What follows belongs to an exercise in optimizing a design on an open flow for small area, a short achievable clock period and few clock cycles per item; a production flow would make more cautious choices.
At most, simulation tests tie the RTL to the original design; equivalence was not proved.
Power is estimated from default activity; no workload was simulated.

==> flow/design.v (excerpt) <==
module tone_divisor_search (
    input  wire        clk,
    input  wire        rst,       
    input  wire        start,
    input  wire [31:0] hz,        
    output wire        ready,
    output reg         done,
    output wire [7:0]  div,       
    output wire [15:0] cmp,       
    output wire [33:0] err        
);
    localparam [25:0] N = 26'd42000000;
    localparam [1:0] P_DIV = 2'd0, P_FIN = 2'd1, P_SHF = 2'd2;
    reg        busy;
    reg [1:0]  ph;
    reg [4:0]  cnt;       
    reg [31:0] hzr;
    reg [32:0] R;         
    reg [15:0] X;         
    reg [1:0]  K;         
    assign ready = ~busy;
    assign div   = {K == 2'd3, 1'b0, K == 2'd2, 1'b0, K == 2'd1, 1'b0, K == 2'd0, 1'b0};
    assign cmp   = X;
    assign err   = {R, 1'b0};
    reg [4:0] j_in;
    integer p;
    always @(*) begin
        j_in = 5'd22;
        for (p = 5; p <= 25; p = p + 1)
            if (|(hz >> p)) j_in = 5'd26 - p[4:0];
    end
    wire [25:0] r_div  = N >> j_in;
    wire        tiny   = (hz[31:4] == 28'd0) && (hz[3:0] <= 4'd10);
    wire [3:0]  t_hi   = 4'd10 - hz[3:0];
    wire [9:0]  t_lo   = 10'd890 + {6'd0, hz[3:0]};
    wire [32:0] r_tiny = {7'd0, t_hi, 6'd0, t_lo, 6'd0};
    wire [1:0] k = (hzr >= 32'd641) ? 2'd0 : (hzr >= 32'd161) ? 2'd1 :
                   (hzr >= 32'd41)  ? 2'd2 : 2'd3;
    wire        fin   = (ph == P_FIN);
    wire        nbit  = N[cnt];
    wire [33:0] A     = fin ? {R[32], R} : {8'd0, R[24:0], nbit};
    wire [33:0] S     = A + {2'b11, ~hzr} + {33'd0, ~fin};
    wire        ge    = ~S[33];
    wire        force0 = (X == 16'd0) && (cnt == 5'd0);
    wire        hi    = ({R[25:0], 1'b0} > {1'b0, hzr});      
    wire        xlt2  = (X[15:1] == 15'd0);
    wire        take  = fin ? (hi | xlt2) : (ph == P_DIV) & (ge | force0);
    wire [32:0] r_nx  = take ? (S[32:0] ^ {33{fin}}) : A[32:0];
  ...
Size in the first run: about 92 flip-flops.
Settings: LEC_CHECK=0, CAP_MARGIN=20, CORE_MARGIN=2, CORE_UTILIZATION=40, PLACE_DENSITY=0.6, SLEW_MARGIN=20; clock period 10.0 ns.
standard.sh (not shown) runs the stock make flow with config.mk's settings and CLKGATE_MAP_FILE= SYNTH_SCRIPT=/design/flow/synth_recipe.tcl, a recipe that flattens the netlist after the stock synthesis.
==> flow/flow/run.sh <==
#!/bin/bash
set -euo pipefail
export SETUP_SLACK_MARGIN=6.5
export BUFFER_PORTS_ARGS="-buffer_cell sky130_fd_sc_hd__buf_2"
bash standard.sh > standard.log 2>&1
The first run ran to the end with no violations.
Edit:
==> flow/flow/run.sh (replaced) <==
#!/bin/bash
set -euo pipefail
export SETUP_SLACK_MARGIN=6.5
bash standard.sh > standard.log 2>&1
=> The new run finished clean; cell count stays flat; flip-flop and latch count is unchanged; die area stays the same.
Function was not checked in any run of this note: the RTL went through the layout flow alone.

== run A ==
Another version of the RTL of tone_divisor_search (not shown whole).
export LEC_CHECK = 0
export CAP_MARGIN = 20
export CORE_MARGIN = 2
export CORE_UTILIZATION = 40
export CTS_BUF_LIST = sky130_fd_sc_hd__clkbuf_8
export PLACE_DENSITY = 0.6
export SLEW_MARGIN = 20
export TNS_END_PERCENT = 0
create_clock -name core_clock -period 10.0 [get_ports {clk}]
==> flow/flow/run.sh <==
#!/bin/bash
# Standard ORFS layout (the standard.sh), with a larger setup-slack
# target for timing repair and buf_2 cells as the port buffers.
set -euo pipefail
export SETUP_SLACK_MARGIN=6.5
export BUFFER_PORTS_ARGS="-buffer_cell sky130_fd_sc_hd__buf_2"
bash standard.sh > standard.log 2>&1
Every stage of the flow completed for run A, and the final layout passed the timing, DRC and antenna checks.
Testbench counts of run A, summed over its fixed seeds: cycles 19,890, items 1,280.
Edits applied to the flow inputs when going from run A to run B:
Settings: CORE_UTILIZATION changed from 40 to 50.
--- a/flow/flow/run.sh
+++ b/flow/flow/run.sh
@@ -5 +5 @@
-export SETUP_SLACK_MARGIN=6.5
+export SETUP_SLACK_MARGIN=6.6
### Flow results
Run B has completed all stages; timing, DRC and antenna checks passed.
Of run A and run B, the run reporting the lower worst slack at placement was run B.
Final worst setup slack for run B: 0.087 ns up relative to run A
Power share of the clock group for run B: 1.3 points down relative to run A
Fraction of area in registers, run A and run B, higher one = run A.
| die area | run B vs run A | better |
Summary: final area, run B worse than run A
Run B against run A: via count has increased; met2 routed wirelength has increased; number of standard-cell rows in the floorplan decreased 5.

re-timing with driven ports:
In the flow no input, the clock included, has a driving cell. The finished layouts below were timed again as built, in two steps.
Step 1, drivers: a clkbuf_16 drives clk and a buf_2 each remaining input, both assumed.
Step 2 moves the port delays by t, midway between the first and last clock arrival at a register: inputs arrive t later, outputs are due t later. That takes back most of the time a late clock gives input paths.
Three values: ideal ports, drivers, drivers and shift; two values: the first two.
run	t, ns	slack for setup (ns)	worst setup path at the end	worst slew at a driven data input, ns
the first run of note 1	0.404	5.657 / 5.666 / 5.262	input to register	0.05
the second run of note 1	0.403	5.813 / 5.829 / 5.426	input to register	0.05
run A	0.422	6.462 / 6.482 / 6.059	input to register	0.03
run B	0.420	6.550 / 6.550 / 6.164	input to register	0.03
After both steps every run listed still meets setup and hold. For run A, which loses most, drivers alone change the setup slack by +0.020 ns; drivers and shift together by -0.403 ns.
